Context: an optimization exercise on an open-source flow, tuned for small area, a short achievable clock period and few clock cycles. The choices shown serve that exercise and are no tape-out recipe.
The RTL was checked by simulation tests, not by an equivalence proof against the original design.
Power and IR drop assume default switching activity.

### flow/run.sh
#!/bin/bash
# synth_recipe.tcl (not shown) runs the flow's synth.tcl, then flattens the netlist and writes it again
# the make line also repeats each setting of config.mk as NAME=value (left out here)
make -C /OpenROAD-flow-scripts/flow DESIGN_CONFIG=/design/flow/config.mk WORK_HOME=/design/flow/orfs CLKGATE_MAP_FILE= SYNTH_SCRIPT=/design/flow/synth_recipe.tcl finish
### flow/config.mk
export PLATFORM = sky130hd
export DESIGN_NAME = bsq_core
export DESIGN_NICKNAME = bsq_core
export VERILOG_FILES = /design/flow/design.v
export SDC_FILE = /design/flow/constraint.sdc
export NUM_CORES = 4
export LEC_CHECK = 0
export CAP_MARGIN = 20
export CORE_MARGIN = 2
export CORE_UTILIZATION = 40
export SETUP_SLACK_MARGIN = 5
export SLEW_MARGIN = 20
### flow/constraint.sdc
create_clock -name core_clock -period 10.0 [get_ports {clk}]
set_input_delay 2.0000 -clock core_clock [delete_from_list [all_inputs] [get_ports {clk}]]
set_output_delay 2.0000 -clock core_clock [all_outputs]
set_load 0.01 [all_outputs]
### flow/design.v
module bsq_core (
    input  wire        clk,
    input  wire        rst,
    input  wire        cmd_valid,
    output wire        cmd_ready,
    input  wire [31:0] cmd,
    input  wire [63:0] data,
    output wire        rsp_valid,
    input  wire        rsp_ready,
    output wire [1:0]  rsp,
    output wire [63:0] result,
    output wire        fault_o
);
    reg [511:0] bufq;            
    reg [9:0]   wpos;            
    reg [9:0]   upos;            
    reg [6:0]   ulen;
    reg         fault;
    reg [3:0]   cause;
    reg [6:0]   wroom;           
    reg [6:0]   uroom;           
    reg         s_idle, s_dr, s_resp;
    reg         first_q;         
    reg [1:0]   rsp_q;
    reg [3:0]   fc_q;            
    reg         ok_q;            
    reg         res_q;           
    reg         o_w, o_r, o_uinit, o_w0, o_pnew, o_bwr;
    reg [6:0]   nmove_q;
    reg [63:0]  dq;              
    reg         neg_q;           
    reg [5:0]   dn_q;            
    reg         ds_q;            
    reg         wr2_q;           
    reg [8:0]   wp_q;            
    reg [8:0]   rp_q;            
    reg [7:0]   rlo_q;           
    reg [7:0]   rhi_q;           
    reg         wph_q;           
    reg [5:0]   toff_q;          
    reg [5:0]   amt_q;           
    assign cmd_ready = s_idle && !rst;
    assign rsp_valid = s_resp;
    assign fault_o   = fault;
    assign rsp       = rsp_q;
    reg [63:0] pre_or;
    integer j, k;
    always @(*) begin
        pre_or[0] = 1'b0;
        for (j = 1; j < 64; j = j + 1)
            pre_or[j] = pre_or[j-1] | dq[j-1];
    end
    assign result = {64{ok_q && res_q}} & (dq ^ ({64{neg_q}} & pre_or));
    reg [63:0] ge;               
    reg [63:0] lo, hi, vin, r1, r2, rot;
    always @(*) begin
        for (j = 0; j < 64; j = j + 1)
            ge[j] = (j >= toff_q);
        lo = 64'd0;
        hi = 64'd0;
        for (k = 0; k < 8; k = k + 1) begin
            lo = lo | (bufq[64*k +: 64] & {64{rlo_q[k]}});
            hi = hi | (bufq[64*k +: 64] & {64{rhi_q[k]}});
        end
        for (j = 0; j < 64; j = j + 1)
            vin[j] = wph_q ? dq[j] : (ge[j] ? lo[j] : hi[j]);
        for (j = 0; j < 64; j = j + 1)
            case (amt_q[5:4])
                2'd0: r1[j] = vin[j];
                2'd1: r1[j] = vin[(j + 16) % 64];
                2'd2: r1[j] = vin[(j + 32) % 64];
                default: r1[j] = vin[(j + 48) % 64];
            endcase
        for (j = 0; j < 64; j = j + 1)
            case (amt_q[3:2])
                2'd0: r2[j] = r1[j];
                2'd1: r2[j] = r1[(j + 4) % 64];
                2'd2: r2[j] = r1[(j + 8) % 64];
                default: r2[j] = r1[(j + 12) % 64];
            endcase
        for (j = 0; j < 64; j = j + 1)
            case (amt_q[1:0])
                2'd0: rot[j] = r2[j];
                2'd1: rot[j] = r2[(j + 1) % 64];
                2'd2: rot[j] = r2[(j + 2) % 64];
                default: rot[j] = r2[(j + 3) % 64];
            endcase
    end
    wire [57:0] win = rot[57:0];
    wire        accept = cmd_valid && cmd_ready;
    wire [3:0]  op     = cmd[3:0];
    wire [5:0]  nbits  = cmd[9:4];
    wire [21:0] addr   = cmd[31:10];
    wire        nb_z   = (nbits == 6'd0);
    wire        ahi_z  = (addr[21:6] == 16'd0);
    wire        ad_z   = ahi_z && (addr[5:0] == 6'd0);
    wire op_stat = (op == 4'h0), op_pnew = (op == 4'h1), op_prst = (op == 4'h2),
         op_add  = (op == 4'h3), op_adds = (op == 4'h4), op_uinit = (op == 4'h5),
         op_read = (op == 4'h6), op_reads = (op == 4'h7), op_brd = (op == 4'h8),
         op_bwr  = (op == 4'h9), op_wpos = (op == 4'hA), op_plen = (op == 4'hB),
         op_rpos = (op == 4'hC), op_ulenr = (op == 4'hD);
    wire op_bitw = op_add | op_adds;
    wire op_bitr = op_read | op_reads;
    wire op_byte = op_brd | op_bwr;
    wire op_q    = op_stat | op_wpos | op_plen | op_rpos | op_ulenr;
    wire bad_cmd = ((op_q | op_pnew | op_prst | op_uinit) & !(nb_z && ad_z)) |
                   ((op_bitw | op_bitr) & !ad_z) |
                   (op_byte & !nb_z) |
                   (op[3:1] == 3'b111);
    wire is_query = op_q & nb_z & ad_z;
    wire        sgn       = op_adds | op_reads;
    wire        bad_width = (nbits > 6'd57);
    wire        wr_ovf    = !wroom[6] && (sgn ? (nbits >= wroom[5:0]) : (nbits > wroom[5:0]));
    wire        rd_ovf    = !uroom[6] && (sgn ? (nbits >= uroom[5:0]) : (nbits > uroom[5:0]));
    wire        bad_len   = (data[63:7] != 57'd0) || (data[6] && data[5:0] != 6'd0);
    wire rej = fault && !is_query;
    reg [3:0] fcause;
    always @(*) begin
        if (bad_cmd)                                fcause = 4'd4;
        else if ((op_bitw | op_bitr) && bad_width)  fcause = 4'd3;
        else if (op_byte && !ahi_z)                 fcause = 4'd5;
        else if (op_uinit && bad_len)               fcause = 4'd6;
        else if (op_bitw && wr_ovf)                 fcause = 4'd1;
        else if (op_bitr && rd_ovf)                 fcause = 4'd2;
        else                                        fcause = 4'd0;
    end
    wire        in_dr  = s_dr;
    wire [5:0]  rn     = in_dr ? dn_q : nbits;
    wire        rs     = in_dr ? ds_q : op_reads;
    reg [56:0] mask;
    always @(*)
        for (j = 0; j < 57; j = j + 1)
            mask[j] = (rn > j);
    reg [56:0] dpre;
    always @(*) begin
        dpre[0] = 1'b0;
        for (j = 1; j < 57; j = j + 1)
            dpre[j] = dpre[j-1] | data[j-1];
    end
    wire [56:0] dmag   = data[56:0] ^ ({57{data[63]}} & dpre);
    wire [57:0] wval_d = op_adds ? {dmag & mask, data[63]} :
                         op_bwr  ? {50'd0, data[7:0]} :
                                   {1'b0, data[56:0] & mask};
    wire [56:0] rmag = (rs ? win[57:1] : win[56:0]) & mask;
    wire        rneg = rs & win[0];
    wire [6:0]  plen = wpos[9:3] + {6'd0, (wpos[2:0] != 3'd0)};
    wire        more = (upos[9:3] < ulen);
    reg [63:0] dq_acc;
    always @(*) begin
        dq_acc = 64'd0;
        if (op_stat)  dq_acc[7:0] = {cause, 2'b00, more, fault};
        if (op_wpos)  dq_acc[9:0] = wpos;
        if (op_plen)  dq_acc[6:0] = plen;
        if (op_rpos)  dq_acc[9:0] = upos;
        if (op_ulenr) dq_acc[6:0] = ulen;
        if (op_uinit) dq_acc[6:0] = data[6:0];
        if (op_bitr)  dq_acc[56:0] = rmag;
        if (op_bitw | op_bwr) dq_acc[57:0] = wval_d;
    end
    wire ex = first_q && ok_q;
    reg [9:0] wpos_n, upos_n;
    always @(*) begin
        wpos_n = wpos;
        upos_n = upos;
        if (rst) begin
            wpos_n = 10'd0;
            upos_n = 10'd0;
        end else if (ex) begin
            if (o_w0)
                wpos_n = 10'd0;
            if (o_w)
                wpos_n = wpos + {3'd0, nmove_q};
            if (o_uinit)
                upos_n = 10'd0;
            if (o_r)
                upos_n = upos + {3'd0, nmove_q};
        end
    end
    wire [9:0] wrm = 10'd512 - wpos_n;
    wire [9:0] urm = 10'd512 - upos_n;
    wire [8:0] rp_n   = accept ? (op_brd ? {addr[5:0], 3'b000} : rp_q) : upos_n[8:0];
    wire       wph_n  = !rst && ((accept && (op_bitw || op_bwr)) || (first_q && o_w));
    wire [5:0] woff_n = accept ? (op_bwr ? {addr[2:0], 3'b000} : wpos[5:0]) : wp_q[5:0];
    always @(posedge clk) begin
        wpos   <= wpos_n;
        upos   <= upos_n;
        wroom  <= (wrm[9:6] != 4'd0) ? 7'd64 : {1'b0, wrm[5:0]};
        uroom  <= (urm[9:6] != 4'd0) ? 7'd64 : {1'b0, urm[5:0]};
        rp_q   <= rp_n;
        for (k = 0; k < 8; k = k + 1) begin
            rlo_q[k] <= (rp_n[8:6] == k);
            rhi_q[k] <= (rp_n[8:6] + 3'd1 == k) && (k != 0);
        end
        wph_q  <= wph_n;
        toff_q <= wph_n ? woff_n : rp_n[5:0];
        amt_q  <= wph_n ? (6'd0 - woff_n) : rp_n[5:0];
        wr2_q  <= !rst && ex && o_w;
        first_q <= accept;
        if (accept)
            wp_q <= op_bwr ? {addr[5:0], 3'b000} : wpos[8:0];
        else if (first_q)
            wp_q[8:6] <= wp_q[8:6] + 3'd1;
        if (rst) begin
            ulen   <= 7'd0;
            fault  <= 1'b0;
            cause  <= 4'd0;
            s_idle <= 1'b1;
            s_dr   <= 1'b0;
            s_resp <= 1'b0;
        end else begin
            if (ex && o_uinit)
                ulen <= dq[6:0];
            if (first_q && !ok_q && fc_q != 4'd0) begin
                fault <= 1'b1;
                cause <= fc_q;
            end
            if (accept) begin
                s_idle <= 1'b0;
                s_dr   <= op_brd || (op_bitr && wph_q);
                s_resp <= !(op_brd || (op_bitr && wph_q));
            end else if (s_dr) begin
                s_dr   <= 1'b0;
                s_resp <= 1'b1;
            end else if (s_resp && rsp_ready) begin
                s_resp <= 1'b0;
                s_idle <= 1'b1;
            end
        end
        if (accept) begin
            rsp_q   <= rej ? 2'd2 : (fcause != 4'd0) ? 2'd1 : 2'd0;
            ok_q    <= !rej && (fcause == 4'd0);
            fc_q    <= rej ? 4'd0 : fcause;
            res_q   <= op_q || op_bitr || op_brd;
            o_w     <= op_bitw;
            o_r     <= op_bitr;
            o_uinit <= op_uinit;
            o_w0    <= op_pnew || op_prst;
            o_pnew  <= op_pnew;
            o_bwr   <= op_bwr;
            nmove_q <= {1'b0, nbits} + {6'd0, sgn};
            dq      <= dq_acc;
            neg_q   <= op_reads && win[0];
            dn_q    <= op_brd ? 6'd8 : nbits;
            ds_q    <= op_reads;
        end else if (s_dr) begin
            dq      <= {7'd0, rmag};
            neg_q   <= rneg;
        end
    end
    wire       wen = ((ex && (o_w || o_bwr)) || wr2_q) && !rst;
    reg [63:0] wbits;
    reg [7:0]  ws;
    reg [63:0] keep;
    always @(*) begin
        for (j = 0; j < 64; j = j + 1)
            wbits[j] = rot[j] & (wr2_q ? !ge[j] : ge[j]);
        for (k = 0; k < 8; k = k + 1)
            ws[k] = wen && (wp_q[8:6] == k);
        for (k = 0; k < 64; k = k + 1)
            keep[k] = !(rst || (ex && o_pnew) || (ex && o_bwr && wp_q[8:3] == k));
    end
    integer p;
    always @(posedge clk)
        for (p = 0; p < 512; p = p + 1)
            bufq[p] <= (bufq[p] & keep[p/8]) | (ws[p/64] & wbits[p%64]);
endmodule
==> notes.md, run 1 <==
status -> timing/DRC/antenna clean
dpl hpwl -> 199.0 mm
Layout area overhead -> 16.65%
Mapped Cells -> 5364
Ys Warns -> 1
Yosys reg bits -> 693
PortBufs -> 168
gr ovfl total -> 0
Max-Cap Viols -> 0
Core Util, Final -> 46.87%
critical path type -> reg2out
net count after synthesis -> 5513
1st-pass router iterations -> 9
Critical Path, Cell by Cell -> or2_2 > nor4_2 > nand4_1 > buf_6 > nor4_4 > nand4b_1 > or3_4 > buf_6 > o31ai_4 > xor2_1 > nor2_1 > buf_2
vias per cell -> 7.338
DIE AREA -> 113400 um^2
Max Clk Rate -> 165.0 MHz
slew at the pin closest to its max-slew limit -> 1.221 ns
layout cells sized above 1 -> 13.89%
Fin. Hold Viols -> 0
synth unique cells -> 117
count leader, synth -> nand2_1
Setup crit start -> dq[14]
period utilisation layout -> 60.60%
WP data required -> 8.00 ns
Primary FF master, synth -> dfxtp_1
CTS tree -> done
cts bufs inserted -> 82
Synth Cell Area -> 44290 um^2
via count -> 51026
kind of start point of the critical path -> register
post-layout minimum cycle time -> 6.060 ns
number of I/O pins -> 169
filler instances -> 10968
Std-Cell Rows -> 122
Initial DRC Count -> 8910
Finish-stage setup viols -> 0
EDFF count, synth -> 95
R2R Path Start -> rlo_q[4]
Worst-path clk slew -> 0.06 ns
Synth area leaders -> dfxtp_1 (27%), a22oi_1 (7.4%), edfxtp_1 (6.4%)
P per Cell Area -> 143.5 nW/um^2
gpl congestion -> 1.154
Arr. time, crit path -> 4.06 ns
DRT antenna net count -> 0
asr flop ratio synth -> 0%
area leader, netlist -> dfxtp_1
die height -> 336.8 um
Nets -> 5545
Final Max Slew Viols -> 0
Mean Syn Cell Area -> 8.257 um^2
Hold Buf Count CTS -> 0
Clock Tree Buf Depth -> 3
initial antenna violation count -> 11
Slowest cell on crit path -> edfxtp_1
hold path start -> bufq[53]
vias in the first global route -> 45828
drt wl/cell -> 39.32 um
drt total wl -> 273.4 mm
Initial Util -> 40.19%
remaining routing DRC violations -> 0
RSZ-0062 raised after global routing -> yes
Root Buffer -> clkbuf_16
Synth top cells by count -> nand2_1 (624), dfxtp_1 (598), a22oi_1 (437)
setup_tns -> 0 ns
area share of the largest cell type after synthesis -> 27.03%
min-delay worst type -> reg2reg
# clock sinks -> 693
worst vdd ir -> 0.1365 mV
Max-slew headroom -> 18.57%
clock latency at the later pin of the worst-skew pair -> 0.71 ns
core area -> 110200 um^2
Worst path max stage delay -> 0.57 ns
first-pass GRT wire length -> 374.6 mm
CP Capture Type -> primary output
Fin Clk Skew -> 0.04876 ns
Die X -> 336.8 um
most numerous cell on the critical path -> buf_6
largest net degree at the start of global routing -> 65
Hold WS -> 0.4582 ns
gr usage total -> 46.46%
Max FO, Critical Path -> 5
Static Leak -> 17.81 nW
htree depth -> 3
post-synthesis sequential area ratio -> 33.47%
==> cell usage in the layout, fill, tap and decap left out, drive strengths merged, types with 81 or more instances in the layout <==
cell / instances
nor2: 349
a222oi: 81
a21oi: 272
edfxtp: 95
a22oi: 438
nand4: 84
dfxtp: 598
o21ai: 386
xor2: 99
o31ai: 85
clkbuf: 115
o22ai: 84
nand2: 625
xnor2: 99
nand3: 160
a22o: 254
buf: 259
nor3: 141
clkdlybuf4s50: 116
==> power by group <==
part | internal, mW | total [mW] | switching (mW)
registers | 2.86 | 2.93 | 0.0743
clock network | 1.75 | 3.06 | 1.31
logic | 0.368 | 1.41 | 1.05
total | 4.98 | 7.41 | 2.43
==> worst max-delay path: cells and delay by family, from the launching register on <==
kind	cells	cell delay [ns]
xor gates and xnor gates	1	0.23
DFF	1	0.57
buffers and inverters	3	0.51
and+or+nand+nor	7	1.84
AOI/OAI and AO/OA	1	0.21
==> stage by stage <==
| stage | area, um^2 | cells | total power [mW] | worst slack (ns) |
|---|---|---|---|---|
| after detailed placement | 47370 | 6734 | 4.256 | 3.779 |
| after global placement | 47350 | 6734 | 4.264 | 3.820 |
| final | 51660 | 6954 | 7.411 | 3.940 |
| after global routing | 51650 | 6948 | 7.531 | 3.834 |
| after floorplan | 44310 | 5364 | 3.607 | 5.019 |
| after CTS | 50930 | 6919 | 7.303 | 3.889 |
==> worst paths after layout <==
kind | slack, ns | endpoint | cells past startpoint
setup / recovery | 3.94 | result[54] | 12
hold / removal | 0.46 | bufq[53] | 2
setup reg to reg | 4.77 | bufq[511] | 11
hold reg to reg | 0.46 | bufq[53] | 2
==> logic make-up after synthesis <==
| kind of cell | Yosys count | synth area share, % |
|---|---|---|
| AOI/OAI and AO/OA | 2126 | 35.02 |
| xor gates and xnor gates | 198 | 3.916 |
| adders and majority gates | 49 | 1.418 |
| buffers and inverters | 504 | 4.981 |
| DFF | 693 | 33.47 |
| muxes | 125 | 3.577 |
| and+or+nand+nor | 1669 | 17.62 |
==> registers in the layout, summed over array words and instances (netlist names), 2 cells and up <==
signal,cells
rsp_q,2
rlo_q,8
wp_q,9
rhi_q,7
upos,10
fc_q,3
toff_q,5
rp_q,9
ulen,7
dq,58
dn_q,6
nmove_q,7
uroom,7
amt_q,6
cause,3
bufq,512
wroom,7
wpos,10
==> area by class of cell <==
type | instances | area (um^2) | area share [%]
clock inverter | 35 | 334.1 | 0.6467
timing repair buffer | 386 | 3371 | 6.525
sequential | 693 | 14870 | 28.79
clock buffer | 112 | 2399 | 4.643
multi-input combinational | 4168 | 28560 | 55.28
inverter | 65 | 247.7 | 0.4795
tap | 1488 | 1862 | 3.604
antenna | 7 | 17.52 | 0.03391
==> metal layers <==
metal | vias to the layer above | routed length (um) | global-route usage, %
li1 | 20924 | - | -
met1 | 24941 | 101200 | 59.08
met2 | 4190 | 111800 | 67.28
met3 | 967 | 36720 | 14.11
met4 | 4 | 23720 | 31.63
met5 | - | 25 | 0
==> repair_timing <==
action / in CTS / in global routing
setup buffers: 37 / 25
gates cloned: 1 / 1
endpoints found under the hold margin: 0 / 0
gates resized for setup: 318 / 110
pin swaps: 38 / 29
endpoints found under the setup margin: 582 / 422
Testbench counts, summed over its fixed seeds: cycles 8,678.
==> run 2: changes to the inputs <==
--- a/flow/design.v
+++ b/flow/design.v
@@ -18,7 +18,6 @@
     reg         fault;
     reg [3:0]   cause;
-    reg [6:0]   wroom;           
-    reg [6:0]   uroom;           
-    reg         s_idle, s_dr, s_resp;
+    reg         s_idle, s_dr, s_dr1, s_resp;
+    reg         brd_q;           
     reg         first_q;         
     reg [1:0]   rsp_q;
@@ -27,29 +26,23 @@
     reg         res_q;           
     reg         o_w, o_r, o_uinit, o_w0, o_pnew, o_bwr;
-    reg [6:0]   nmove_q;
+    reg [5:0]   nb_q;            
+    reg         sg_q;            
     reg [63:0]  dq;              
-    reg         neg_q;           
-    reg [5:0]   dn_q;            
-    reg         ds_q;            
+    reg [57:0]  win_q;           
+    reg         wv_q;            
     reg         wr2_q;           
     reg [8:0]   wp_q;            
     reg [8:0]   rp_q;            
     reg [7:0]   rlo_q;           
-    reg [7:0]   rhi_q;           
     reg         wph_q;           
     reg [5:0]   toff_q;          
     reg [5:0]   amt_q;           
+    wire [7:0]  rhi_q = {rlo_q[6:0], 1'b0};      
     assign cmd_ready = s_idle && !rst;
     assign rsp_valid = s_resp;
     assign fault_o   = fault;
     assign rsp       = rsp_q;
-    reg [63:0] pre_or;
     integer j, k;
-    always @(*) begin
-        pre_or[0] = 1'b0;
-        for (j = 1; j < 64; j = j + 1)
-            pre_or[j] = pre_or[j-1] | dq[j-1];
-    end
-    assign result = {64{ok_q && res_q}} & (dq ^ ({64{neg_q}} & pre_or));
+    assign result = {64{ok_q && res_q}} & dq;
     reg [63:0] ge;               
     reg [63:0] lo, hi, vin, r1, r2, rot;
@@ -111,4 +104,6 @@
     wire        sgn       = op_adds | op_reads;
     wire        bad_width = (nbits > 6'd57);
+    wire [6:0]  wroom     = (!wpos[9] && !(wpos[8:6] == 3'd7 && wpos[5:0] != 6'd0)) ? 7'd64 : {1'b0, 6'd0 - wpos[5:0]};
+    wire [6:0]  uroom     = (!upos[9] && !(upos[8:6] == 3'd7 && upos[5:0] != 6'd0)) ? 7'd64 : {1'b0, 6'd0 - upos[5:0]};
     wire        wr_ovf    = !wroom[6] && (sgn ? (nbits >= wroom[5:0]) : (nbits > wroom[5:0]));
     wire        rd_ovf    = !uroom[6] && (sgn ? (nbits >= uroom[5:0]) : (nbits > uroom[5:0]));
@@ -125,7 +120,7 @@
         else                                        fcause = 4'd0;
     end
-    wire        in_dr  = s_dr;
-    wire [5:0]  rn     = in_dr ? dn_q : nbits;
-    wire        rs     = in_dr ? ds_q : op_reads;
+    wire        in_dr  = s_dr1;
+    wire [5:0]  rn     = in_dr ? nb_q : nbits;
+    wire        rs     = in_dr ? sg_q : op_reads;
     reg [56:0] mask;
     always @(*)
@@ -142,6 +137,12 @@
                          op_bwr  ? {50'd0, data[7:0]} :
                                    {1'b0, data[56:0] & mask};
-    wire [56:0] rmag = (rs ? win[57:1] : win[56:0]) & mask;
-    wire        rneg = rs & win[0];
+    wire [56:0] rmag = (rs ? win_q[57:1] : win_q[56:0]) & mask;
+    reg  [63:0] rpre;
+    always @(*) begin
+        rpre[0] = 1'b0;
+        for (j = 1; j < 64; j = j + 1)
+            rpre[j] = rpre[j-1] | ((j <= 57) ? rmag[j-1] : 1'b0);
+    end
+    wire [63:0] rres = {7'd0, rmag} ^ ({64{rs && win_q[0]}} & rpre);
     wire [6:0]  plen = wpos[9:3] + {6'd0, (wpos[2:0] != 3'd0)};
     wire        more = (upos[9:3] < ulen);
@@ -155,5 +156,5 @@
         if (op_ulenr) dq_acc[6:0] = ulen;
         if (op_uinit) dq_acc[6:0] = data[6:0];
-        if (op_bitr)  dq_acc[56:0] = rmag;
+        if (op_bitr)  dq_acc = rres;
         if (op_bitw | op_bwr) dq_acc[57:0] = wval_d;
     end
@@ -170,14 +171,26 @@
                 wpos_n = 10'd0;
             if (o_w)
-                wpos_n = wpos + {3'd0, nmove_q};
+                wpos_n = wpos + {4'd0, nb_q} + {9'd0, sg_q};
             if (o_uinit)
                 upos_n = 10'd0;
             if (o_r)
-                upos_n = upos + {3'd0, nmove_q};
-        end
-    end
-    wire [9:0] wrm = 10'd512 - wpos_n;
-    wire [9:0] urm = 10'd512 - upos_n;
-    wire [8:0] rp_n   = accept ? (op_brd ? {addr[5:0], 3'b000} : rp_q) : upos_n[8:0];
+                upos_n = upos + {4'd0, nb_q} + {9'd0, sg_q};
+        end
+    end
+    wire [9:0] uspec  = upos + {4'd0, nbits} + {9'd0, sgn};
+    reg  [8:0] rp_n;
+    always @(*) begin
+        rp_n = upos_n[8:0];
+        if (accept) begin
+            if (op_brd)
+                rp_n = {addr[5:0], 3'b000};
+            else if (op_bitr && wv_q)
+                rp_n = uspec[8:0];
+            else if (op_uinit)
+                rp_n = 9'd0;
+            else
+                rp_n = upos[8:0];
+        end
+    end
     wire       wph_n  = !rst && ((accept && (op_bitw || op_bwr)) || (first_q && o_w));
     wire [5:0] woff_n = accept ? (op_bwr ? {addr[2:0], 3'b000} : wpos[5:0]) : wp_q[5:0];
@@ -185,11 +198,9 @@
         wpos   <= wpos_n;
         upos   <= upos_n;
-        wroom  <= (wrm[9:6] != 4'd0) ? 7'd64 : {1'b0, wrm[5:0]};
-        uroom  <= (urm[9:6] != 4'd0) ? 7'd64 : {1'b0, urm[5:0]};
         rp_q   <= rp_n;
-        for (k = 0; k < 8; k = k + 1) begin
+        win_q  <= win;
+        wv_q   <= !rst && !wph_q && !(ex && o_pnew) && (rp_q == upos_n[8:0]);
+        for (k = 0; k < 8; k = k + 1)
             rlo_q[k] <= (rp_n[8:6] == k);
-            rhi_q[k] <= (rp_n[8:6] + 3'd1 == k) && (k != 0);
-        end
         wph_q  <= wph_n;
         toff_q <= wph_n ? woff_n : rp_n[5:0];
@@ -207,4 +218,5 @@
             s_idle <= 1'b1;
             s_dr   <= 1'b0;
+            s_dr1  <= 1'b0;
             s_resp <= 1'b0;
         end else begin
@@ -217,8 +229,13 @@
             if (accept) begin
                 s_idle <= 1'b0;
-                s_dr   <= op_brd || (op_bitr && wph_q);
-                s_resp <= !(op_brd || (op_bitr && wph_q));
+                s_dr   <= op_brd || (op_bitr && !wv_q);
+                s_resp <= !(op_brd || (op_bitr && !wv_q));
+                brd_q  <= op_brd;
             end else if (s_dr) begin
                 s_dr   <= 1'b0;
+                s_dr1  <= !brd_q;
+                s_resp <= brd_q;
+            end else if (s_dr1) begin
+                s_dr1  <= 1'b0;
                 s_resp <= 1'b1;
             end else if (s_resp && rsp_ready) begin
@@ -238,12 +255,11 @@
             o_pnew  <= op_pnew;
             o_bwr   <= op_bwr;
-            nmove_q <= {1'b0, nbits} + {6'd0, sgn};
+            nb_q    <= op_brd ? 6'd8 : nbits;
+            sg_q    <= sgn;
             dq      <= dq_acc;
-            neg_q   <= op_reads && win[0];
-            dn_q    <= op_brd ? 6'd8 : nbits;
-            ds_q    <= op_reads;
         end else if (s_dr) begin
-            dq      <= {7'd0, rmag};
-            neg_q   <= rneg;
+            dq      <= {56'd0, win[7:0]};
+        end else if (s_dr1) begin
+            dq      <= rres;
         end
     end
==> notes.md, run 2 <==
Buffers & Inverters on Critical Path -> 1 (-2)
gpl congestion -> 1.074 (-6.9%)
DIE AREA -> 115200 um^2 (+1.6%)
Finish-stage setup viols -> 0 (unchanged)
Worst-path clk slew -> 0.06 ns (about the same)
Worst path max stage delay -> 0.60 ns (+0.03 ns)
largest net degree at the start of global routing -> 112 (+72%)
Std-Cell Rows -> 123 (+0.82%)
R2R Path Start -> toff_q[2]
kind of start point of the critical path -> register
Final Max Slew Viols -> 0 (unchanged)
CP Capture Type -> register
Mean Syn Cell Area -> 8.195 um^2 (-0.75%)
asr flop ratio synth -> 0% (unchanged)
EDFF count, synth -> 89 (-6.3%)
clock latency at the later pin of the worst-skew pair -> 0.71 ns (about the same)
Nets -> 5618 (+1.3%)
GRT met1 Usage -> 54.38% (-4.7 points)
layout cells sized above 1 -> 11.32% (-2.6 points)
count leader, synth -> nand2_1
area leader, netlist -> dfxtp_1
gr ovfl total -> 0 (unchanged)
filler instances -> 11106 (+1.3%)
synth unique cells -> 106 (-9.4%)
area share of the largest cell type after synthesis -> 28.33% (+1.3 points)
WP data required -> 10.60 ns (+2.60 ns)
post-layout minimum cycle time -> 5.123 ns (-0.9370 ns)
Synth area leaders -> dfxtp_1 (28%), a22oi_1 (7.0%), nand2_1 (6.3%)
status -> timing/DRC/antenna clean
Synth top cells by count -> nand2_1 (751), dfxtp_1 (637), a22oi_1 (419), o21ai_0 (419), a21oi_1 (316)
most frequent cells in the layout -> nand2_1 (747), dfxtp_1 (617), a22oi_1 (411)
remaining routing DRC violations -> 0 (unchanged)
post-synthesis sequential area ratio -> 34.27% (+0.80 points)
Max-slew headroom -> 16.38% (-2.2 points)
Hold Buf Count CTS -> 0 (unchanged)
Setup crit start -> toff_q[2]
RSZ-0062 raised after global routing -> yes
Layout area overhead -> 16.31%
Clock Tree Buf Depth -> 3 (unchanged)
delay-heaviest family, CP -> compound AO/OA/AOI/OAI gates
CP endpoint -> bufq[77]
gr busiest metal -> met2
# clock sinks -> 726 (+4.8%)
initial antenna violation count -> 22 (+11)
period utilisation layout -> 51.23% (-9.4 points)
min-delay worst type -> reg2reg
max reg flops -> 512 (unchanged)
setup_tns -> 0 ns (unchanged)
Ys Warns -> 1 (unchanged)
first-pass GRT wire length -> 351.6 mm (-6.1%)
global routing met3 resource utilization -> 11.31% (-2.8 points)
Hold WS -> 0.4548 ns (-0.003397 ns)
via count -> 50064 (-1.9%)
dpl hpwl -> 180.4 mm (-9.3%)
Final Power -> 8.894 mW (+20%)
number of I/O pins -> 169 (unchanged)
Die X -> 339.4 um (+0.80%)
Root Buffer -> clkbuf_16
FF-to-FF path depth -> 11 (unchanged)
CTS tree -> done
vias per cell -> 7.105 (-3.2%)
DRT antenna net count -> 0 (unchanged)
PortBufs -> 168 (unchanged)
Slowest cell on crit path -> a222oi_1
Fin Clk Skew -> 0.05034 ns (+0.001578 ns)
Mapped Cells -> 5492 (+2.4%)
flop2flop setup slack -> 4.88 ns (+0.11 ns)
met2 usage -> 62.10% (-5.2 points)
cts bufs inserted -> 85 (+3.7%)
Max FO, Critical Path -> 41 (+36)
Fin. Hold Viols -> 0 (unchanged)
WP depth -> 11 (-1)
Primary FF master, synth -> dfxtp_1
vias in the first global route -> 45681 (-0.32%)
Synth Cell Area -> 45010 um^2 (+1.6%)
Max Clk Rate -> 195.2 MHz (+18%)
Static Leak -> 18.37 nW (+3.1%)
critical path type -> reg2reg
most numerous cell on the critical path -> a22oi_1
core area -> 112000 um^2 (+1.7%)
1st-pass router iterations -> 7 (-2)
htree depth -> 3 (unchanged)
Max-Cap Viols -> 0 (unchanged)
drt total wl -> 252.9 mm (-7.5%)
slew at the pin closest to its max-slew limit -> 1.219 ns (-0.002117 ns)
Largest regs -> bufq: 512 flops, dq: 59 flops, win_q: 58 flops
Initial DRC Count -> 7551 (-15%)
commonest non-fill, non-tap cell in the layout -> nand2_1
Arr. time, crit path -> 5.72 ns (+1.66 ns)
RR Endpoint -> bufq[77]
net count after synthesis -> 5643 (+2.4%)
worst vdd ir -> 0.1299 mV (-4.9%)
drt wl/cell -> 35.90 um (-8.7%)
gr usage total -> 41.85% (-4.6 points)
Initial Util -> 40.17% (about the same)
Critical Path, Cell by Cell -> buf_6 > o21a_2 > a31oi_1 > mux2i_2 > a222oi_1 > a22oi_1 > a221oi_2 > a22oi_1 > mux2i_4 > a32oi_2 > o21ai_0
P per Cell Area -> 169.9 nW/um^2 (+18%)
die height -> 339.4 um (+0.80%)
Yosys reg bits -> 726 (+4.8%)
largest register by flop count -> bufq
## run 2: cell count changes in the layout (fill, tap and decap cells not counted), moves of 41 or more
cell / before / now
a22o_1: 254 / 186
a32o_1: 56 / 108
and3_1: 44 / 86
dfxtp_1: 571 / 617
mux2i_1: 67 / 108
nand2_1: 607 / 747
nor2_1: 339 / 259
o21ai_0: 324 / 404
## run 2: worst min path at each step
stage	startpoint	to	slack [ns]	depth (start not counted)
CTS	bufq[5]	bufq[5]	0.46	2
floorplan	bufq[127]	bufq[127]	0.42	2
finish	bufq[5]	bufq[5]	0.45	2
global placement	bufq[43]	bufq[43]	0.44	2
detailed placement	bufq[45]	bufq[45]	0.44	2
global route	bufq[43]	bufq[43]	0.48	2
## run 2: area by class of cell
class / instances / area, um^2 / share of cell area, %
multi-input cells: 4248 / 28380 / 54.22
flip-flops and latches: 726 / 15480 / 29.57
repair buffers: 333 / 3152 / 6.021
clock buffers: 118 / 2559 / 4.888
well taps: 1500 / 1877 / 3.585
clock inverters: 42 / 608.1 / 1.162
inverters: 73 / 275.3 / 0.5258
diodes: 6 / 15.01 / 0.02868
## run 2: report_power, final
| part | internal (mW) | total (mW) | switching (mW) |
|---|---|---|---|
| Clock | 2.12 | 3.51 | 1.39 |
| Sequential | 3.07 | 3.27 | 0.205 |
| Combinational | 0.615 | 2.11 | 1.49 |
| Total | 5.80 | 8.89 | 3.09 |
## run 2: through the flow
step	utilization (%)	cells	instance area [um^2]	setup slack, ns
2_1_floorplan	-	5492	45030	4.992
3_3_place_gp	42.72	6849	47860	2.754
3_5_place_dp	42.73	6850	47880	2.738
4_1_cts	46.17	7029	51730	4.994
5_1_grt	46.71	7040	52330	4.955
6_report	46.72	7046	52350	4.877
## run 2: kinds of logic (layout without fill, tap and decap cells)
family	Yosys count	count (layout)	synth area share (%)
adder cells (fa/ha/maj)	51	51	1.518
AO/OA/AOI/OAI	2113	2113	33.28
buffers and inverters	518	566	4.960
AND/OR/NAND/NOR	1701	1701	17.50
flip-flops	726	726	34.27
other	0	6	0
XOR/XNOR	196	196	3.814
multiplexers	187	187	4.659
## run 2: what timing repair did
action                     in CTS  in global routing
gates resized for setup       121                106
pin swaps                       7                 10
setup buffers                  17                  9
setup endpoints to repair     594                531
gates cloned                    2                  1
## run 2: layer usage
| metal | wire length, um | vias to the layer above | part of all wire [%] |
|---|---|---|---|
| li1 | - | 21157 | - |
| met1 | 97490 | 24341 | 39 |
| met4 | 17710 | 20 | 7.0 |
| met5 | 132 | - | 0.052 |
| met2 | 106900 | 3699 | 42 |
| met3 | 30720 | 847 | 12 |
## run 2: worst register-to-register path, stage by stage (launching register included)
cell      delay, ns
dfxtp_1        0.51
buf_6          0.43
o21a_2         0.58
a31oi_1        0.29
mux2i_2        0.31
a222oi_1       0.60
a22oi_1        0.30
a221oi_2       0.59
a22oi_1        0.32
mux2i_4        0.51
a32oi_2        0.33
o21ai_0        0.25
Testbench counts of run 2, summed over its fixed seeds: cycles 8,678.
==> run 3: changes to the inputs <==
--- a/flow/config.mk
+++ b/flow/config.mk
@@ -6,4 +6,5 @@
 export NUM_CORES = 4
 export LEC_CHECK = 0
+export ABC_CLOCK_PERIOD_IN_PS = 4000
 export CAP_MARGIN = 20
 export CORE_MARGIN = 2
==> notes.md, run 3 <==
DIE AREA -> 115200 um^2 (unchanged)
Final Power -> 8.894 mW (unchanged)
Arr. time, crit path -> 5.72 ns (about the same)
first-pass GRT wire length -> 351.6 mm (unchanged)
cts bufs inserted -> 85 (unchanged)
fin area -> 52350 um^2 (unchanged)
Synth area leaders -> dfxtp_1 (28%), a22oi_1 (7.0%), nand2_1 (6.3%)
via count -> 50064 (unchanged)
htree depth -> 3 (unchanged)
CTS tree -> done
drt total wl -> 252.9 mm (unchanged)
Max Clk Rate -> 195.2 MHz (unchanged)
commonest non-fill, non-tap cell in the layout -> nand2_1
core area -> 112000 um^2 (unchanged)
# clock sinks -> 726 (unchanged)
vias per cell -> 7.105 (unchanged)
RSZ-0062 raised after global routing -> yes
largest net degree at the start of global routing -> 112 (unchanged)
area occupied by registers -> 15480 um^2 (unchanged)
1st-pass router iterations -> 7 (unchanged)
Clock Tree Buf Depth -> 3 (unchanged)
vias in the first global route -> 45681 (unchanged)
area share of the largest cell type after synthesis -> 28.33% (unchanged)
layout cells sized above 1 -> 11.32% (unchanged)
Finish-stage setup viols -> 0 (unchanged)
largest register by flop count -> bufq
setup_tns -> 0 ns (unchanged)
Core Util, Final -> 46.72% (unchanged)
Mean Syn Cell Area -> 8.195 um^2 (unchanged)
Nets -> 5618 (unchanged)
status -> timing/DRC/antenna clean
synth unique cells -> 106 (unchanged)
Layout area overhead -> 16.31% (unchanged)
Synth top cells by count -> nand2_1 (751), dfxtp_1 (637), a22oi_1 (419), o21ai_0 (419), a21oi_1 (316)
Ys Warns -> 1 (unchanged)
P per Cell Area -> 169.9 nW/um^2 (unchanged)
Hold Buf Count CTS -> 0 (unchanged)
Yosys reg bits -> 726 (unchanged)
WP data required -> 10.60 ns (about the same)
Worst-path clk slew -> 0.06 ns (about the same)
remaining routing DRC violations -> 0 (unchanged)
Die X -> 339.4 um (unchanged)
Hold WS -> 0.4548 ns (unchanged)
gpl congestion -> 1.074 (unchanged)
area leader, netlist -> dfxtp_1
Synth Cell Area -> 45010 um^2 (unchanged)
period utilisation layout -> 51.23% (unchanged)
Fin Clk Skew -> 0.05034 ns (unchanged)
slew at the pin closest to its max-slew limit -> 1.219 ns (unchanged)
drt wl/cell -> 35.90 um (unchanged)
Final Max Slew Viols -> 0 (unchanged)
initial antenna violation count -> 22 (unchanged)
Largest regs -> bufq: 512 flops, dq: 59 flops, win_q: 58 flops
multi-input logic area -> 28380 um^2 (unchanged)
die height -> 339.4 um (unchanged)
count leader, synth -> nand2_1
dpl hpwl -> 180.4 mm (unchanged)
Initial Util -> 40.17% (unchanged)
CP Capture Type -> register
number of I/O pins -> 169 (unchanged)
post-layout minimum cycle time -> 5.123 ns (unchanged)
Std-Cell Rows -> 123 (unchanged)
gr ovfl total -> 0 (unchanged)
filler instances -> 11106 (unchanged)
Root Buffer -> clkbuf_16
kind of start point of the critical path -> register
Max-Cap Viols -> 0 (unchanged)
Max-slew headroom -> 16.38% (unchanged)
EDFF count, synth -> 89 (unchanged)
asr flop ratio synth -> 0% (unchanged)
Fin. Hold Viols -> 0 (unchanged)
critical path type -> reg2reg
most frequent cells in the layout -> nand2_1 (747), dfxtp_1 (617), a22oi_1 (411)
Max FO, Critical Path -> 41 (unchanged)
clock latency at the later pin of the worst-skew pair -> 0.71 ns (about the same)
net count after synthesis -> 5643 (unchanged)
post-synthesis sequential area ratio -> 34.27% (unchanged)
min-delay worst type -> reg2reg
Static Leak -> 18.37 nW (unchanged)
PortBufs -> 168 (unchanged)
Primary FF master, synth -> dfxtp_1
DRT antenna net count -> 0 (unchanged)
max reg flops -> 512 (unchanged)
Initial DRC Count -> 7551 (unchanged)
Mapped Cells -> 5492 (unchanged)
placed cell area -> 47880 um^2 (unchanged)
worst vdd ir -> 0.1299 mV (unchanged)
gr usage total -> 41.85% (unchanged)
==> run 3: cell counts after synthesis <==
Identical to the previous run, type by type.
==> run 3: logic make-up after synthesis <==
group                      synth area share, %
xor gates and xnor gates                 3.814
muxes                                    4.659
AOI/OAI and AO/OA                        33.28
DFF                                      34.27
and+or+nand+nor                          17.50
buffers and inverters                    4.960
adders and majority gates                1.518
==> run 3: metal layers <==
layer | global-route usage (%) | vias to the layer above | part of all wire, %
li1 | - | 21157 | -
met1 | 54.38 | 24341 | 39
met2 | 62.10 | 3699 | 42
met3 | 11.31 | 847 | 12
met4 | 24.65 | 20 | 7.0
met5 | 0 | - | 0.052
==> run 3: path summary, 6_finish.rpt <==
kind / slack [ns] / start / depth (start not counted) / endpoint
max: 4.88 / toff_q[2] / 11 / bufq[77]
min: 0.45 / bufq[5] / 2 / bufq[5]
max reg2reg: 4.88 / toff_q[2] / 11 / bufq[77]
min reg2reg: 0.45 / bufq[5] / 2 / bufq[5]
==> run 3: stage by stage <==
stage          instances  setup WS [ns]
2_1_floorplan       5492          4.992
3_3_place_gp        6849          2.754
3_5_place_dp        6850          2.738
4_1_cts             7029          4.994
5_1_grt             7040          4.955
6_report            7046          4.877
==> run 3: worst max-delay path, stage by stage (launching register included) <==
cell and delay [ns]:
dfxtp_1 0.51, buf_6 0.43, o21a_2 0.46, a31oi_1 0.28, mux2i_2 0.31, a222oi_1 0.60, a22oi_1 0.30, a221oi_2 0.59
a22oi_1 0.32, mux2i_4 0.51, a32oi_2 0.33, o21ai_0 0.24
==> run 3: report_power, final <==
part	total (mW)	internal (mW)	switching, mW
registers	3.27	3.07	0.205
logic	2.11	0.615	1.49
clock network	3.51	2.12	1.39
total	8.89	5.80	3.09
==> run 3: final cells by class <==
class / instances / share of cell area, %
repair buffers: 333 / 6.021
diodes: 6 / 0.02868
clock buffers: 118 / 4.888
multi-input cells: 4248 / 54.22
clock inverters: 42 / 1.162
well taps: 1500 / 3.585
flip-flops and latches: 726 / 29.57
inverters: 73 / 0.5258
==> run 3: what timing repair did <==
action	in CTS	in global routing
pin swaps	7	10
resized for setup	121	106
setup buffers	17	9
cloned	2	1
endpoints found under the setup margin	594	531
==> run 4: changes to the inputs <==
--- a/flow/config.mk
+++ b/flow/config.mk
@@ -6,8 +6,8 @@
 export NUM_CORES = 4
 export LEC_CHECK = 0
-export ABC_CLOCK_PERIOD_IN_PS = 4000
+export ABC_AREA = 1
 export CAP_MARGIN = 20
 export CORE_MARGIN = 2
-export CORE_UTILIZATION = 40
+export CORE_UTILIZATION = 50
 export SETUP_SLACK_MARGIN = 5
 export SLEW_MARGIN = 20
==> notes.md, run 4 <==
critical path type -> in2reg
Synth area leaders -> dfxtp_1 (29%), nand2_1 (10%), o22ai_1 (7.8%)
setup_tns -> 0 ns (unchanged)
most frequent cells in the layout -> nand2_1 (1145), inv_1 (821), dfxtp_1 (625)
most numerous cell on the critical path -> buf_6
Initial DRC Count -> 7284 (-3.5%)
DRT antenna net count -> 0 (unchanged)
via count -> 50712 (+1.3%)
1st-pass router iterations -> 7 (unchanged)
worst vdd ir -> 0.1358 mV (+4.6%)
P per Cell Area -> 154.0 nW/um^2 (-9.4%)
post-synthesis sequential area ratio -> 35.55% (+1.3 points)
gr ovfl total -> 0 (unchanged)
dpl hpwl -> 141.0 mm (-22%)
Yosys reg bits -> 726 (unchanged)
Max-slew headroom -> 24.36% (+8.0 points)
WP data required -> 10.42 ns (-0.18 ns)
area share of the largest cell type after synthesis -> 29.39% (+1.1 points)
htree depth -> 3 (unchanged)
DIE AREA -> 89140 um^2 (-23%)
Slowest cell on crit path -> o21ai_1
status -> timing/DRC/antenna clean
clock share of power -> 40.0% (+0.5 points)
# clock sinks -> 726 (unchanged)
Std-Cell Rows -> 108 (-12%)
Die X -> 298.6 um (-12%)
first-pass GRT wire length -> 298.5 mm (-15%)
Primary FF master, synth -> dfxtp_1
core area -> 86350 um^2 (-23%)
EDFF count, synth -> 89 (unchanged)
synth unique cells -> 62 (-42%)
Hold Buf Count CTS -> 0 (unchanged)
min-delay worst type -> reg2reg
switching part of the total power -> 33.04% (-1.7 points)
hold path start -> cause[0]
RSZ-0062 raised after global routing -> yes
CP Capture Type -> register
commonest non-fill, non-tap cell in the layout -> nand2_1
vias per cell -> 6.613 (-6.9%)
drt wl/cell -> 26.87 um (-25%)
Synth top cells by count -> nand2_1 (1184), inv_1 (839), o21ai_0 (656)
gpl congestion -> 1.057 (-1.6%)
Mapped Cells -> 6301 (+15%)
flop2flop setup slack -> 3.99 ns (-0.89 ns)
Final Power -> 7.970 mW (-10%)
Final Max Slew Viols -> 0 (unchanged)
NetSw -> 2.633 mW (-15%)
Worst-path clk slew -> 0.06 ns (about the same)
max reg flops -> 512 (unchanged)
count leader, synth -> nand2_1
layout cells sized above 1 -> 11.83% (+0.51 points)
RR Endpoint -> dq[32]
Max-Cap Viols -> 0 (unchanged)
Max Clk Rate -> 156.7 MHz (-20%)
Clock Tree Buf Depth -> 3 (unchanged)
largest register by flop count -> bufq
Root Buffer -> clkbuf_16
drt total wl -> 206.1 mm (-19%)
Nets -> 6592 (+17%)
CTS tree -> done
FF-to-FF path depth -> 39 (+28)
Layout area overhead -> 19.31%
PortBufs -> 168 (unchanged)
gr usage total -> 44.07% (+2.2 points)
cts bufs inserted -> 84 (-1.2%)
vias in the first global route -> 45765 (+0.18%)
post-layout minimum cycle time -> 6.383 ns (+1.260 ns)
period utilisation layout -> 63.83% (+13 points)
die height -> 298.6 um (-12%)
Mean Syn Cell Area -> 6.885 um^2 (-16%)
clock latency at the later pin of the worst-skew pair -> 0.68 ns (-0.03 ns)
asr flop ratio synth -> 0% (unchanged)
Finish-stage setup viols -> 0 (unchanged)
sequential power share -> 39.5% (+2.7 points)
Largest regs -> bufq: 512 flops, dq: 59 flops, win_q: 58 flops
net count after synthesis -> 6452 (+14%)
number of I/O pins -> 169 (unchanged)
Ys Warns -> 1 (unchanged)
P_int -> 5.337 mW (-8.0%)
Worst path max stage delay -> 0.24 ns (-0.36 ns)
fin area -> 51760 um^2 (-1.1%)
area leader, netlist -> dfxtp_1
Initial Util -> 50.24% (+10 points)
Fin Clk Skew -> 0.03863 ns (-0.01171 ns)
largest net degree at the start of global routing -> 142 (+27%)
Fin. Hold Viols -> 0 (unchanged)
Hold Path Stages -> 2 (unchanged)
kind of start point of the critical path -> input pin
R2R Path Start -> s_dr1
Synth Cell Area -> 43390 um^2 (-3.6%)
initial antenna violation count -> 7 (-68%)
power share of the combinational group -> 20.5% (-3.2 points)
Max FO, Critical Path -> 12 (-71%)
placed cell area -> 46060 um^2 (-3.8%)
Static Leak -> 19.15 nW (+4.2%)
worst hold path endpoint -> cause[0]
slew at the pin closest to its max-slew limit -> 1.135 ns (-0.08480 ns)
Arr. time, crit path -> 6.81 ns (+1.09 ns)
remaining routing DRC violations -> 0 (unchanged)
run 4: changes by cell type in the layout (fill, tap and decap cells not counted), moves of 82 or more:
cell,change
nor3_1,-86
xnor2_1,-107
mux2i_1,-108
a22o_1,-186
nor2_1,+162
inv_1,+760
and3_1,-86
a222oi_1,-82
o22ai_1,+444
a22oi_1,-407
o21ai_0,+170
nand2_1,+398
nand3_1,+213
run 4: metrics by stage:
step / hold slack [ns] / std cells / setup WS, ns / util [%]
after floorplan: 0.4238 / 6301 / 3.815 / -
after global placement: 0.4503 / 7357 / 1.930 / 53.33
after detailed placement: 0.4660 / 7357 / 1.823 / 53.34
after CTS: 0.4744 / 7630 / 3.717 / 58.67
after global routing: 0.4898 / 7664 / 3.353 / 59.93
final: 0.4687 / 7669 / 3.617 / 59.95
run 4: cell families (layout without fill, tap and decap cells):
| logic type | count (synthesis) | count (layout) | synth area share [%] |
|---|---|---|---|
| simple gates | 2232 | 2237 | 22.34 |
| flops | 726 | 726 | 35.55 |
| compound gates | 2026 | 2026 | 29.00 |
| fa+ha+maj | 51 | 51 | 1.575 |
| xor+xnor | 41 | 41 | 0.8277 |
| buf+inv | 1225 | 1428 | 10.70 |
| other cells | 0 | 5 | 0 |
run 4: timing repair:
item                                    CTS  global route
resized for setup                       303           230
endpoints found under the setup margin  652           595
gates cloned                              4             2
pin swaps                                75            68
setup buffers                           115            32
run 4: how the worst max path moves through the flow:
stage          startpoint     end  slack (ns)  depth (start not counted)
2_1_floorplan      cmd[4]  dq[56]        3.81                         36
3_3_place_gp       cmd[3]  dq[56]        1.93                         36
3_5_place_dp       cmd[3]  dq[56]        1.82                         36
4_1_cts            cmd[3]  dq[57]        3.72                         37
5_1_grt            cmd[2]  dq[57]        3.35                         37
6_report           cmd[2]  dq[32]        3.62                         39
run 4: area by class of cell:
class / count / area [um^2]
antenna: 5 / 12.51
clock buffer: 130 / 2571
clock inverter: 24 / 255.2
fill: 8246 / 34590
inverter: 868 / 3376
multi-input combinational: 4355 / 24920
sequential: 726 / 15450
tap: 1155 / 1445
timing repair buffer: 406 / 3734
run 4: power groups by stage:
stage,clock network [mW],registers (mW),logic [mW]
final,3.18,3.15,1.64
after floorplan,0,3.14,0.813
after global placement,0,3.20,1.40
after global routing,3.30,3.15,1.70
after CTS,3.17,3.14,1.48
after detailed placement,0,3.20,1.39
run 4: critical path: cells and delay by family:
family	cells	cell delay, ns
buffers and inverters	18	1.96
AO/OA/AOI/OAI	2	0.48
AND/OR/NAND/NOR	19	2.34
run 4: per-layer routing:
metal / vias up / part of all wire, % / track usage (%)
met5: - / 0.020 / 0
met4: 6 / 6.7 / 25.52
met3: 767 / 14 / 10.40
met2: 3726 / 41 / 63.62
met1: 23776 / 39 / 59.97
li1: 22437 / - / -
==> run 5: changes to the inputs <==
--- a/flow/config.mk
+++ b/flow/config.mk
@@ -6,8 +6,9 @@
 export NUM_CORES = 4
 export LEC_CHECK = 0
-export ABC_AREA = 1
 export CAP_MARGIN = 20
 export CORE_MARGIN = 2
 export CORE_UTILIZATION = 50
+export CTS_CLUSTER_DIAMETER = 150
+export CTS_CLUSTER_SIZE = 20
 export SETUP_SLACK_MARGIN = 5
 export SLEW_MARGIN = 20
==> notes.md, run 5 <==
xor/xnor cell area share of the yosys netlist -> 3.814% (+3.0 points)
CTS tree -> done
Arr. time, crit path -> 5.75 ns (-1.06 ns)
Core Util, Final -> 55.97% (-4.0 points)
Worst path max stage delay -> 0.85 ns (+0.61 ns)
critical path type -> reg2reg
Final Power -> 7.201 mW (-9.6%)
gr busiest metal -> met2
Nets -> 5596 (-15%)
clock latency at the later pin of the worst-skew pair -> 0.66 ns (-0.02 ns)
commonest non-fill, non-tap cell in the layout -> nand2_1
post-route insts no fill -> 6646 (-13%)
RSZ-0062 raised after global routing -> yes
PortBufs -> 168 (unchanged)
Synth Cell Area -> 45010 um^2 (+3.7%)
vias per cell -> 7.615 (+15%)
multi-input logic area -> 28420 um^2 (+14%)
remaining routing DRC violations -> 0 (unchanged)
core area -> 89600 um^2 (+3.8%)
net count after synthesis -> 5643 (-13%)
Static Leak -> 17.51 nW (-8.5%)
# clock sinks -> 726 (unchanged)
Slowest cell on crit path -> a222oi_1
Clock Tree Buf Depth -> 3 (unchanged)
CP Capture Type -> register
max reg flops -> 512 (unchanged)
largest family of logic cells by synthesized area -> compound AO/OA/AOI/OAI gates
kind of start point of the critical path -> register
gpl congestion -> 1.129 (+6.8%)
GRT met1 Usage -> 62.06% (+2.1 points)
slew at the pin closest to its max-slew limit -> 1.256 ns (+0.1212 ns)
die height -> 304.0 um (+1.8%)
Largest regs -> bufq: 512 flops, dq: 59 flops, win_q: 58 flops
Yosys reg bits -> 726 (unchanged)
Synth area leaders -> dfxtp_1 (28%), a22oi_1 (7.0%), nand2_1 (6.3%)
count leader, synth -> nand2_1
Post-Synth Adder-Cell Area -> 1.518% (-0.057 points)
dpl hpwl -> 175.4 mm (+24%)
post-synthesis sequential area ratio -> 34.27% (-1.3 points)
number of I/O pins -> 169 (unchanged)
vias in the first global route -> 45904 (+0.30%)
Max FO, Critical Path -> 85 (+73)
status -> timing/DRC/antenna clean
synth unique cells -> 106 (+71%)
Fin Clk Skew -> 0.03140 ns (-0.007232 ns)
min-delay worst type -> reg2reg
worst vdd ir -> 0.1464 mV (+7.8%)
Die X -> 304.0 um (+1.8%)
multiplexer share of the synthesized area -> 4.659% (+4.7 points)
Max Clk Rate -> 192.1 MHz (+23%)
P per Cell Area -> 143.6 nW/um^2 (-6.7%)
layout cells sized above 1 -> 10.13% (-1.7 points)
DIE AREA -> 92430 um^2 (+3.7%)
placed cell count -> 6541 (-11%)
period utilisation layout -> 52.05% (-12 points)
drt total wl -> 241.9 mm (+17%)
Max-slew headroom -> 16.28% (-8.1 points)
largest net degree at the start of global routing -> 94 (-34%)
delay-heaviest family, CP -> compound AO/OA/AOI/OAI gates
Initial DRC Count -> 9220 (+27%)
via count -> 50607 (-0.21%)
EDFF count, synth -> 89 (unchanged)
Root Buffer -> clkbuf_16
Critical Path, Cell by Cell -> buf_12 > a222oi_1 > nand3_1 > a222oi_1 > mux2_2 > nand2_1 > o221a_2 > mux2i_1 > mux2i_1 > a311o_1 > a22o_1
global routing met3 resource utilization -> 15.40% (+5.0 points)
most frequent cells in the layout -> nand2_1 (746), dfxtp_1 (618), a22oi_1 (408)
Buffers & Inverters on Critical Path -> 1 (-17)
largest register by flop count -> bufq
gr usage total -> 49.73% (+5.7 points)
first-pass GRT wire length -> 337.2 mm (+13%)
placed cell area -> 47550 um^2 (+3.2%)
DRT antenna net count -> 0 (unchanged)
Setup Slack @ Placement -> 2.962 ns (+1.139 ns)
area occupied by registers -> 15480 um^2 (+0.17%)
cts bufs inserted -> 42 (-50%)
1st-pass router iterations -> 13 (+6)
initial antenna violation count -> 17 (+10)
gr ovfl total -> 0 (unchanged)
Synth Area in Compound Gates -> 33.28% (+4.3 points)
Final Worst Setup Slack -> 4.795 ns (+1.178 ns)
area share of the largest cell type after synthesis -> 28.33% (-1.1 points)
Finish-stage setup viols -> 0 (unchanged)
Mapped Cells -> 5492 (-13%)
setup_tns -> 0 ns (unchanged)
Layout area overhead -> 11.42%
fin area -> 50150 um^2 (-3.1%)
drt wl/cell -> 36.39 um (+35%)
Fin. Hold Viols -> 0 (unchanged)
post-layout minimum cycle time -> 5.205 ns (-1.178 ns)
Hold WS -> 0.4543 ns (-0.01441 ns)
asr flop ratio synth -> 0% (unchanged)
WP data required -> 10.55 ns (+0.13 ns)
met2 usage -> 72.01% (+8.4 points)
Final Max Slew Viols -> 0 (unchanged)
Initial Util -> 50.23% (about the same)
htree depth -> 2 (-1)
Worst-path clk slew -> 0.09 ns (+0.03 ns)
Ys Warns -> 1 (unchanged)
Std-Cell Rows -> 110 (+1.9%)
Mean Syn Cell Area -> 8.195 um^2 (+19%)
filler instances -> 8231 (-0.18%)
area leader, netlist -> dfxtp_1
Max-Cap Viols -> 0 (unchanged)
Synth Area in Simple Gates -> 17.50% (-4.8 points)
Primary FF master, synth -> dfxtp_1
Synth top cells by count -> nand2_1 (751), dfxtp_1 (637), a22oi_1 (419), o21ai_0 (419), a21oi_1 (316)
[run 5: changes by cell type in the layout (fill, tap and decap cells not counted), sizes merged, moves of 186 or more]
cell / change
inv: -778
nand2: -458
o22ai: -433
a22oi: +414
nand3: -256
o21ai: -254
nor2: -207
a22o: +186
[run 5: per-layer routing]
metal,up-vias,routed length (um)
met4,8,22210
met2,4427,99130
met1,24049,86980
li1,21031,-
met3,1092,33510
met5,-,57
[run 5: repair_timing]
| item | CTS | global route |
|---|---|---|
| resized for setup | 117 | 117 |
| endpoints found under the setup margin | 565 | 428 |
| hold buffers | 0 | 0 |
| endpoints found under the hold margin | 0 | 0 |
| setup buffers | 12 | 20 |
| pin swaps | 9 | 17 |
| gates cloned | 4 | 0 |
[run 5: final cells by class]
class,instances,share of cell area (%)
Multi-Input combinational cell,4248,56.67
Sequential cell,726,30.86
Timing Repair Buffer,354,6.640
Tap cell,1176,2.934
Clock buffer,55,2.236
Inverter,73,0.5464
Clock inverter,3,0.05988
Antenna cell,11,0.05489
[run 5: where the power goes]
part           internal, mW  switching [mW]  total [mW]
Sequential             3.06           0.196        3.26
Clock                 0.791            1.03        1.82
Combinational         0.622            1.49        2.12
[run 5: final timing paths]
check	start	endpoint	slack [ns]	cells after the start
max	rlo_q[4]	bufq[180]	4.80	11
max reg2reg	rlo_q[4]	bufq[180]	4.80	11
min	bufq[5]	bufq[5]	0.45	2
min reg2reg	bufq[5]	bufq[5]	0.45	2
[run 5: worst reg2reg max path, stage by stage, from the launching register on]
cell and delay (ns):
dfxtp_4 0.53, buf_12 0.31, a222oi_1 0.64, nand3_1 0.23
a222oi_1 0.85, mux2_2 0.34, nand2_1 0.06, o221a_2 0.18
mux2i_1 0.66, mux2i_1 0.48, a311o_1 0.57, a22o_1 0.26
[run 5: cells by family after synthesis]
kind of cell             Yosys count
AO/OA/AOI/OAI                   2113
adder cells (fa/ha/maj)           51
AND/OR/NAND/NOR                 1701
XOR/XNOR                         196
buffers and inverters            518
flip-flops                       726
multiplexers                     187
==> run 6: changes to the inputs <==
--- a/flow/config.mk
+++ b/flow/config.mk
@@ -8,5 +8,5 @@
 export CAP_MARGIN = 20
 export CORE_MARGIN = 2
-export CORE_UTILIZATION = 50
+export CORE_UTILIZATION = 40
 export CTS_CLUSTER_DIAMETER = 150
 export CTS_CLUSTER_SIZE = 20
==> notes.md, run 6 <==
status -> timing/DRC/antenna clean
hold path start -> bufq[5]
max reg flops -> 512 (unchanged)
remaining routing DRC violations -> 0 (unchanged)
number of I/O pins -> 169 (unchanged)
Max-slew headroom -> 11.99% (-4.3 points)
via count -> 49854 (-1.5%)
Initial DRC Count -> 7728 (-16%)
Clock Tree Buf Depth -> 3 (unchanged)
slew at the pin closest to its max-slew limit -> 1.320 ns (+0.06446 ns)
Worst-path clk slew -> 0.09 ns (about the same)
WP data required -> 10.53 ns (-0.02 ns)
Slowest cell on crit path -> a32oi_1
RR Endpoint -> bufq[299]
Nets -> 5575 (-0.38%)
filler instances -> 11287 (+37%)
Buffers & Inverters on Critical Path -> 1 (unchanged)
Std-Cell Rows -> 123 (+12%)
Hold Buf Count CTS -> 0 (unchanged)
die height -> 339.4 um (+12%)
Core Util, Final -> 44.94% (-11 points)
first-pass GRT wire length -> 349.5 mm (+3.6%)
vias per cell -> 7.176 (-5.8%)
flop2flop setup slack -> 4.85 ns (+0.06 ns)
Synth top cells by count -> nand2_1 (751), dfxtp_1 (637), a22oi_1 (419), o21ai_0 (419), a21oi_1 (316)
net count after synthesis -> 5643 (unchanged)
synth unique cells -> 106 (unchanged)
Final Worst Setup Slack -> 4.853 ns (+0.05736 ns)
Fin. Hold Viols -> 0 (unchanged)
commonest non-fill, non-tap cell in the layout -> nand2_1
min-delay worst type -> reg2reg
area share of the largest cell type after synthesis -> 28.33% (unchanged)
CP Capture Type -> register
Static Leak -> 17.38 nW (-0.77%)
post-synthesis sequential area ratio -> 34.27% (unchanged)
1st-pass router iterations -> 10 (-3)
Max-Cap Viols -> 0 (unchanged)
P per Cell Area -> 144.0 nW/um^2 (+0.28%)
# clock sinks -> 726 (unchanged)
dpl hpwl -> 180.4 mm (+2.9%)
kind of start point of the critical path -> register
drt wl/cell -> 36.32 um (-0.22%)
critical path type -> reg2reg
largest register by flop count -> bufq
Max FO, Critical Path -> 101 (+19%)
clock latency at the later pin of the worst-skew pair -> 0.70 ns (+0.04 ns)
count leader, synth -> nand2_1
drt total wl -> 252.3 mm (+4.3%)
Final Max Slew Viols -> 0 (unchanged)
RSZ-0062 raised after global routing -> yes
CTS tree -> done
DRT antenna net count -> 0 (unchanged)
layout cells sized above 1 -> 9.671% (-0.46 points)
Mapped Cells -> 5492 (unchanged)
gr usage total -> 41.57% (-8.2 points)
Finish-stage setup viols -> 0 (unchanged)
gr ovfl total -> 0 (unchanged)
Synth Cell Area -> 45010 um^2 (unchanged)
Arr. time, crit path -> 5.68 ns (-0.07 ns)
Critical Path, Cell by Cell -> buf_12 > a222oi_1 > nand3_1 > mux2i_1 > o211ai_1 > a32oi_1 > mux2i_1 > mux4_2 > nand2_1 > o2bb2a_1 > o21ai_0
Final Power -> 7.252 mW (+0.70%)
Primary FF master, synth -> dfxtp_1
delay-heaviest family, CP -> compound AO/OA/AOI/OAI gates
Hold WS -> 0.4588 ns (+0.004515 ns)
Setup Slack @ Placement -> 2.738 ns (-0.2237 ns)
Hold Path Stages -> 2 (unchanged)
core area -> 112000 um^2 (+25%)
worst vdd ir -> 0.1305 mV (-11%)
FF-to-FF path depth -> 11 (unchanged)
Largest regs -> bufq: 512 flops, dq: 59 flops, win_q: 58 flops
Max Clk Rate -> 194.3 MHz (+1.1%)
Layout area overhead -> 11.88%
Die X -> 339.4 um (+12%)
area leader, netlist -> dfxtp_1
largest net degree at the start of global routing -> 112 (+19%)
Mean Syn Cell Area -> 8.195 um^2 (unchanged)
gpl congestion -> 1.074 (-4.8%)
R2R Path Start -> rlo_q[5]
period utilisation layout -> 51.47% (-0.57 points)
htree depth -> 2 (unchanged)
initial antenna violation count -> 25 (+8)
most frequent cells in the layout -> nand2_1 (747), dfxtp_1 (617), a22oi_1 (409)
PortBufs -> 168 (unchanged)
vias in the first global route -> 45229 (-1.5%)
DIE AREA -> 115200 um^2 (+25%)
post-layout minimum cycle time -> 5.147 ns (-0.05736 ns)
Yosys reg bits -> 726 (unchanged)
Root Buffer -> clkbuf_16
Ys Warns -> 1 (unchanged)
Fin Clk Skew -> 0.04354 ns (+0.01214 ns)
EDFF count, synth -> 89 (unchanged)
Initial Util -> 40.17% (-10 points)
worst hold path endpoint -> bufq[5]
cts bufs inserted -> 42 (unchanged)
Synth area leaders -> dfxtp_1 (28%), a22oi_1 (7.0%), nand2_1 (6.3%)
asr flop ratio synth -> 0% (unchanged)
most numerous cell on the critical path -> mux2i_1
Worst path max stage delay -> 0.73 ns (-0.12 ns)
setup_tns -> 0 ns (unchanged)
[run 6: final cells by class]
| class | instances | area [um^2] | area share [%] |
|---|---|---|---|
| multi-input combinational | 4248 | 28390 | 56.37 |
| sequential | 726 | 15480 | 30.74 |
| timing repair buffer | 333 | 3149 | 6.254 |
| tap | 1500 | 1877 | 3.727 |
| clock buffer | 54 | 1096 | 2.177 |
| inverter | 73 | 275.3 | 0.5467 |
| clock inverter | 5 | 73.82 | 0.1466 |
| antenna | 8 | 20.02 | 0.03976 |
[run 6: worst reg2reg max path: stages, from the launching register on]
cell      delay [ns]
dfxtp_4         0.47
buf_12          0.26
a222oi_1        0.86
nand3_1         0.16
mux2i_1         0.48
o211ai_1        0.33
a32oi_1         0.74
mux2i_1         0.27
mux4_2          0.59
nand2_1         0.29
o2bb2a_1        0.41
o21ai_0         0.15
[run 6: worst max-delay path by stage]
stage          startpoint        end  slack (ns)  cells past startpoint
6_report         rlo_q[5]  bufq[299]        4.85                     11
5_1_grt            cmd[9]     dq[37]        4.95                     14
4_1_cts          amt_q[0]  bufq[349]        4.95                     11
3_5_place_dp       cmd[1]     dq[47]        2.74                     12
3_3_place_gp       cmd[1]     dq[47]        2.75                     12
2_1_floorplan      cmd[2]     dq[50]        4.99                     14
[run 6: kinds of logic (layout without fill, tap and decap cells)]
| logic type | after synthesis | after routing | synth area share [%] |
|---|---|---|---|
| adders and majority gates | 51 | 51 | 1.518 |
| buffers and inverters | 518 | 465 | 4.960 |
| other | 0 | 8 | 0 |
| xor gates and xnor gates | 196 | 196 | 3.814 |
| muxes | 187 | 187 | 4.659 |
| DFF | 726 | 726 | 34.27 |
| and+or+nand+nor | 1701 | 1701 | 17.50 |
| AOI/OAI and AO/OA | 2113 | 2113 | 33.28 |
[run 6: what timing repair did]
action | 4_1_cts | 5_1_grt
buffers inserted | 18 | 8
setup endpoints to repair | 597 | 525
gates resized for setup | 127 | 102
pin swaps | 8 | 10
cloned | 2 | 1
[run 6: stage by stage]
step	cell area (um^2)	instances
global route	50330	6939
floorplan	45030	5492
global placement	47860	6849
CTS	49770	6929
detailed placement	47880	6850
finish	50350	6947
[run 6: per-layer routing]
layer	GRT usage (%)	routed length, um	vias up
met1	54.33	97120	24305
met2	61.72	106700	3799
met4	23.47	17140	18
met3	11.30	31240	755
li1	-	-	20977
met5	0	114	-
[run 6: where the power goes]
part	total (mW)	internal, mW	leakage (nW)	switching, mW
registers	3.27	3.06	6.01	0.205
clock network	1.87	0.785	0.566	1.08
logic	2.11	0.617	10.8	1.50
total	7.25	4.47	17.4	2.79

-- afterwards: timing with drivers on the ports --
The flow's constraints put no driver on any port. The routed layouts listed below were extracted and timed again, unchanged, in two steps. Step 1 assumes that a clkbuf_16 drives the clock port and a buf_2 every other input. Step 2 times the ports against the registers' clock, not the clock port: input delays grow and output delays shrink by t, the midpoint of the rising clock arrivals with the driver on. a / b / c = no drivers / after step 1 / after step 2; a / b = the first two.
run | shift t [ns] | setup WS [ns] | worst setup path after step 2 | slew at the worst register clock pin (ns) | worst slew at a driven data input, ns
run 1 | 0.766 | 3.940 / 3.858 / 4.223 | input to register | 0.07 / 0.07 | 0.11
run 2 | 0.772 | 4.877 / 4.877 / 4.317 | input to register | 0.07 / 0.07 | 0.06
run 3 | 0.772 | 4.877 / 4.877 / 4.317 | input to register | 0.07 / 0.07 | 0.06
run 4 | 0.733 | 3.617 / 3.632 / 2.899 | input to register | 0.07 / 0.07 | 0.06
run 5 | 0.728 | 4.795 / 4.795 / 4.405 | input to register | 0.11 / 0.11 | 0.06
run 6 | 0.754 | 4.853 / 4.853 / 4.335 | input to register | 0.10 / 0.10 | 0.06
After both steps setup and hold are still met in every run listed. For run 4, which loses most, drivers alone change the setup slack by +0.015 ns; drivers and shift together by -0.718 ns.
